This is an optimization exercise on Yosys and OpenROAD, whose aim is small area, a short achievable clock period and few clock cycles, not a production implementation. Where RTL was checked, it was by simulation tests only, not by an equivalence proof against the original. Power is estimated from default activity; no workload was simulated.

## main
==> flow/design.v <==
module hufdec_len (
    input  wire [11:0] t,
    output wire        c2, c3, c4, c6, c8, c11, c12
);
  wire ones4 = t[11] & t[10] & t[9] & t[8];
  wire lo30  = ~t[7] & ~t[6] & ~(t[5] & t[4] & t[3] & t[2]);
  assign c2  = ~t[11] & ~t[10];
  assign c3  = ~t[11] &  t[10];
  assign c4  =  t[11] & ~t[10];
  assign c6  =  t[11] &  t[10] & ~t[9];
  assign c8  =  t[11] &  t[10] &  t[9] & ~t[8];
  assign c11 = ones4 &  lo30;
  assign c12 = ones4 & ~lo30;
endmodule
module hufdec_val (
    input  wire [11:0] t,
    input  wire        c3, c4, c6, c8, c11, c12,
    output wire [7:0]  val,
    output wire        eos
);
  wire [6:0] v11 = t[7:1];
  reg  [7:0] v;
  always @* begin
    v = 8'h00;                                        
    if (c3)  v = t[9] ? 8'hFF : 8'h01;
    if (c4)  v = t[9] ? (8'hFD + {7'd0, t[8]}) : (8'h02 + {7'd0, t[8]});
    if (c6)  v = t[8] ? (8'hF9 + {6'd0, t[7:6]}) : (8'h04 + {6'd0, t[7:6]});
    if (c8)  v = t[7] ? (8'hF1 + {5'd0, t[6:4]}) : (8'h08 + {5'd0, t[6:4]});
    if (c11) v = (v11 < 7'd15) ? (8'h10 + {1'b0, v11}) : (8'hD3 + {1'b0, v11});
    if (c12) v = t[7:0] - 8'h1D;
  end
  assign val = v;
  assign eos = c12 & (&t[7:0]);
endmodule
module hufdec (
    input  wire        clk,
    input  wire        rst,           
    input  wire        cmd_valid,
    output wire        cmd_ready,
    input  wire [1:0]  cmd_op,        
    input  wire [23:0] cmd_arg,
    output reg         out_valid,
    input  wire        out_ready,
    output reg         out_end,       
    output wire [7:0]  out_data,
    output wire [1:0]  out_reason     
);
  localparam W = 24;                  
  localparam CW = 5;
  localparam [1:0] OP_START = 2'd0, OP_BYTE = 2'd1, OP_END = 2'd2;
  reg          rdy;                   
  reg          s_v;                   
  reg  [1:0]   s_op;
  reg  [23:0]  s_arg;
  reg          run;                   
  reg  [W-1:0] bbuf;                  
  reg  [CW-1:0] cnt;
  reg  [23:0]  rem;                   
  reg          rem1;                  
  reg          out_lim;               
  reg  [7:0]   o_data;                
  reg          k_v, k_end, k_lim;     
  reg  [7:0]   k_data;
  assign cmd_ready  = rdy;
  assign out_data   = o_data;
  assign out_reason = o_data[1:0];
  wire [11:0] t = bbuf[W-1:W-12];
  wire c2, c3, c4, c6, c8, c11, c12;
  hufdec_len u_len (.t(t), .c2(c2), .c3(c3), .c4(c4), .c6(c6), .c8(c8), .c11(c11), .c12(c12));
  wire [7:0] sym;
  wire       eos;
  hufdec_val u_val (.t(t), .c3(c3), .c4(c4), .c6(c6), .c8(c8), .c11(c11), .c12(c12),
                    .val(sym), .eos(eos));
  wire en   = run & ~k_v;
  wire g2   = en & c2  & (cnt >= 2);
  wire g3   = en & c3  & (cnt >= 3);
  wire g4   = en & c4  & (cnt >= 4);
  wire g6   = en & c6  & (cnt >= 6);
  wire g8   = en & c8  & (cnt >= 8);
  wire g11  = en & c11 & (cnt >= 11);
  wire g12  = en & c12 & (cnt >= 12);
  wire go   = g2 | g3 | g4 | g6 | g8 | g11 | g12;
  wire drained = ~run | ~((c2 & (cnt >= 2)) | (c3 & (cnt >= 3)) | (c4 & (cnt >= 4)) |
                         (c6 & (cnt >= 6)) | (c8 & (cnt >= 8)) | (c11 & (cnt >= 11)) |
                         (c12 & (cnt >= 12)));
  wire s_start = s_v & (s_op == OP_START);
  wire s_byte  = s_v & (s_op == OP_BYTE);
  wire s_end   = s_v & (s_op == OP_END);
  wire ctl_ok  = drained & ~k_v;
  wire do_start = s_start & ctl_ok;
  wire do_end   = s_end & ctl_ok;
  wire s_done   = ~(s_start | s_end) | ctl_ok;
  wire n_zero   = (s_arg == 24'd0);
  wire sym_byte = go & ~eos;
  wire stop     = (go & eos) | (sym_byte & rem1) | (do_end & run);
  wire [W-1:0] ins = s_byte ? ({s_arg[7:0], {(W-8){1'b0}}} >> cnt) : {W{1'b0}};
  wire [W-1:0] bm  = bbuf | ins;
  wire keep = ~go & ~do_start;
  wire [W-1:0] bbuf_n = ({W{keep}} & bm)        | ({W{g2}}  & (bm << 2))  |
                        ({W{g3}}  & (bm << 3))  | ({W{g4}}  & (bm << 4))  |
                        ({W{g6}}  & (bm << 6))  | ({W{g8}}  & (bm << 8))  |
                        ({W{g11}} & (bm << 11)) | ({W{g12}} & (bm << 12));
  wire [CW-1:0] ci = s_byte ? cnt + 5'd8 : cnt;
  wire [CW-1:0] cnt_d = ({CW{keep}} & ci)          | ({CW{g2}}  & (ci - 5'd2)) |
                        ({CW{g3}}  & (ci - 5'd3))  | ({CW{g4}}  & (ci - 5'd4)) |
                        ({CW{g6}}  & (ci - 5'd6))  | ({CW{g8}}  & (ci - 5'd8)) |
                        ({CW{g11}} & (ci - 5'd11)) | ({CW{g12}} & (ci - 5'd12));
  wire run_n = do_start ? ~n_zero : (run & ~stop);
  wire [CW-1:0] cnt_n = run_n ? cnt_d : {CW{1'b0}};
  wire       push   = go | (do_start & n_zero) | (do_end & run);
  wire       p_end  = ~sym_byte;
  wire       p_lim  = sym_byte & rem1;
  wire [7:0] p_data = sym_byte ? sym : {6'd0, go ? 2'd2 : do_end ? 2'd3 : 2'd1};
  wire out_take = out_valid & out_ready;
  wire out_free = ~out_valid | out_ready;
  wire fire = cmd_valid & rdy;
  wire s_v_n = fire | (s_v & ~s_done);
  wire [1:0] s_op_n = fire ? cmd_op : s_op;
  wire s_ctl_n = s_v_n & ~s_op_n[0];   
  wire s_byte_n = s_v_n & (s_op_n == OP_BYTE);
  wire k_v_n = out_take & out_lim ? k_v | push :
               out_free ? (k_v & push) : (k_v | push);
  wire rdy_n = s_ctl_n ? (~run_n & ~k_v_n) :
               s_byte_n ? (cnt_n <= W - 16) : (cnt_n <= W - 8);
  always @(posedge clk) begin
    if (rst) begin
      rdy       <= 1'b1;
      s_v       <= 1'b0;
      run       <= 1'b0;
      cnt       <= {CW{1'b0}};
      out_valid <= 1'b0;
      k_v       <= 1'b0;
    end else begin
      rdy <= rdy_n;
      s_v <= s_v_n;
      run <= run_n;
      cnt <= cnt_n;
      k_v <= k_v_n;
      if (out_take & out_lim)
        out_valid <= 1'b1;
      else if (out_free)
        out_valid <= k_v | push;
    end
    s_op <= s_op_n;
    if (rdy) s_arg <= cmd_arg;
    bbuf <= bbuf_n;
    if (do_start) begin
      rem  <= s_arg;
      rem1 <= (s_arg == 24'd1);
    end else if (sym_byte) begin
      rem  <= rem - 24'd1;
      rem1 <= (rem == 24'd2);
    end
    if (out_take & out_lim) begin
      out_end     <= 1'b1;
      out_lim     <= 1'b0;
      o_data[1:0] <= 2'd1;
    end else if (out_free) begin
      if (k_v) begin
        out_end <= k_end;
        out_lim <= k_lim;
        o_data  <= k_data;
      end else begin
        out_end <= p_end;
        out_lim <= p_lim;
        o_data  <= p_data;
      end
    end
    if (push) begin
      k_end  <= p_end;
      k_lim  <= p_lim;
      k_data <= p_data;
    end
  end
endmodule
export LEC_CHECK = 0
export ABC_AREA = 1
export CAP_MARGIN = 20
export CORE_MARGIN = 2
export CORE_UTILIZATION = 40
export SLEW_MARGIN = 20
create_clock -name core_clock -period 10.0 [get_ports {clk}]
run.sh (not shown) runs the stock make flow with config.mk's settings and CLKGATE_MAP_FILE= SYNTH_SCRIPT=/design/flow/synth_recipe.tcl, a recipe that flattens the netlist after the stock synthesis.
Testbench counts of main, summed over its fixed seeds: cycles 54,605.
#### Input delta (the feature branch over main)
Settings: ABC_AREA: 1 -> unset.
### Flow results
Against main, the final cell area of the feature branch is lower. Comparing main and the feature branch, the lower via count is on the feature branch. Between main and the feature branch, the number of failing hold endpoints at the final stage does not differ in any meaningful way. Of the feature branch and main, it is the feature branch that has the lower routed metal-1 wire length. Of the two values seen for critical path endpoint, rem[1] was produced by the feature branch and rdy by main. Delta (the feature branch minus main): overall routed net length went down by about 8%; final period utilization rose 5.0 points; net switching power shrank by 8.7%; number of buffers and inverters on the critical path saw a decrease; initial cell density of the core now sits lower. Sort main and the feature branch by minimum setup slack in the final design, descending, and main comes first. Start point of the critical path = cnt[1]: main; start point of the critical path = cnt[2]: the feature branch. Of main and the feature branch, the feature branch shows the lower wire length of the first global-routing pass, with main above it.


Setup of quartz:
Another version of the RTL of hufdec (not shown whole).
For scale: about 800 cells after synthesis, roughly 43 I/O pins.
==> flow/design.v (excerpt) <==
module hufdec (
    input  wire        clk,
    input  wire        rst,           
    input  wire        cmd_valid,
    output wire        cmd_ready,
    input  wire [1:0]  cmd_op,        
    input  wire [23:0] cmd_arg,
    output reg         out_valid,
    input  wire        out_ready,
    output reg         out_end,       
    output wire [7:0]  out_data,
    output wire [1:0]  out_reason     
);
  localparam W = 24;                  
  localparam CW = 5;
  localparam [1:0] OP_START = 2'd0, OP_BYTE = 2'd1, OP_END = 2'd2;
  reg          rdy;                   
  reg          s_v;                   
  reg  [1:0]   s_op;
  reg  [23:0]  s_arg;
  reg          run;                   
  reg  [W-1:0] bbuf;                  
  reg  [CW-1:0] cnt;
  reg  [23:0]  rem;                   
  reg          rem1;                  
  reg          out_lim;               
  reg  [7:0]   o_data;                
  reg          k_v, k_end, k_lim;     
  reg  [7:0]   k_data;
  assign cmd_ready  = rdy;
  assign out_data   = o_data;
  assign out_reason = o_data[1:0];
  wire [11:0] t = bbuf[W-1:W-12];
  wire c2, c3, c4, c6, c8, c11, c12;
  hufdec_len u_len (.t(t), .c2(c2), .c3(c3), .c4(c4), .c6(c6), .c8(c8), .c11(c11), .c12(c12));
  wire [7:0] sym;
  wire       eos;
  hufdec_val u_val (.t(t), .c3(c3), .c4(c4), .c6(c6), .c8(c8), .c11(c11), .c12(c12),
                    .val(sym), .eos(eos));
  wire en   = run & ~k_v;
  wire g2   = en & c2  & (cnt >= 2);
  wire g3   = en & c3  & (cnt >= 3);
  wire g4   = en & c4  & (cnt >= 4);
  wire g6   = en & c6  & (cnt >= 6);
  wire g8   = en & c8  & (cnt >= 8);
  wire g11  = en & c11 & (cnt >= 11);
  wire g12  = en & c12 & (cnt >= 12);
  wire go   = g2 | g3 | g4 | g6 | g8 | g11 | g12;
  wire drained = ~run | ~((c2 & (cnt >= 2)) | (c3 & (cnt >= 3)) | (c4 & (cnt >= 4)) |
                         (c6 & (cnt >= 6)) | (c8 & (cnt >= 8)) | (c11 & (cnt >= 11)) |
                         (c12 & (cnt >= 12)));
  ...
export LEC_CHECK = 0
export CAP_MARGIN = 20
export CORE_MARGIN = 2
export CORE_UTILIZATION = 40
export SLEW_MARGIN = 20
create_clock -name core_clock -period 10.0 [get_ports {clk}]
standard.sh (not shown) runs the stock make flow with config.mk's settings and CLKGATE_MAP_FILE= SYNTH_SCRIPT=/design/flow/synth_recipe.tcl, a recipe that flattens the netlist after the stock synthesis.
==> flow/flow/run.sh <==
#!/bin/bash
# standard flow, with repair_timing asked for extra setup margin
bash standard.sh SETUP_SLACK_MARGIN=7 finish > standard.log 2>&1
--- input diff quartz..cedar ---
Settings: ABC_AREA now 1, previously not set.
[summary]
- No stage failed in cedar, and the final checks on the layout all came back clean.
- Every stage of the flow completed for quartz, and the final layout passed the timing, DRC and antenna checks.
- In the metrics for quartz and cedar, the one carrying the lower register-to-register slack is quartz.
- Comparing quartz and cedar, the lower per-instance average area after synthesis was measured on cedar.
- cedar ended up with flip-flop to primary output as its classification of the worst setup path; quartz ended up with flip-flop to flip-flop.
- Compared with quartz, cedar shows total power after layout that has gone up by a few percent.
Changes in onyx relative to cedar:
==> flow/flow/run.sh <==
#!/bin/bash
# standard flow, with repair_timing asked for extra setup margin
bash standard.sh SETUP_SLACK_MARGIN=7.5 finish > standard.log 2>&1
Notes after the runs:
On area growth from synthesis to layout, the lower figure sits with cedar, not onyx.
Fmax: onyx above cedar
Global-route wire length before repair | onyx above cedar
onyx has completed all stages; timing, DRC and antenna checks passed.
Measured against each other, cedar and onyx differ in wire length, the higher figure coming from onyx.
Compared with cedar, placement density in the core of onyx is higher.
Function was not checked in any run of this note: the RTL went through the layout flow alone.

==> re-timing with driven ports <==
The results above use ideal ports. As a check the final layouts listed here were re-extracted and re-timed, cells and wires unchanged.
Step 1 (the two cells are an assumption about what drives the block):
set clk [get_ports {clk}]
set_driving_cell -lib_cell sky130_fd_sc_hd__clkbuf_16 $clk
set_driving_cell -lib_cell sky130_fd_sc_hd__buf_2 [delete_from_list [all_inputs] $clk]
Step 2 times the ports against the registers' clock, not the clock port: input delays grow and output delays shrink by t, the midpoint of the rising clock arrivals with the driver on.
Three values: ideal ports, drivers, drivers and shift; two values: the first two.
run | t (ns) | setup slack, ns | pins driven straight from the clock port
main | 0.398 | 6.244 / 6.244 / 6.244 | 1
the feature branch | 0.398 | 5.740 / 5.740 / 5.740 | 1
quartz | 0.404 | 6.932 / 6.932 / 6.604 | 1
cedar | 0.399 | 7.030 / 6.985 / 6.669 | 1
onyx | 0.402 | 7.129 / 7.085 / 7.142 | 1
After both steps every run listed still meets setup and hold. The setup slack of cedar, which loses most, moves by -0.045 ns with the drivers and by -0.361 ns with both steps.
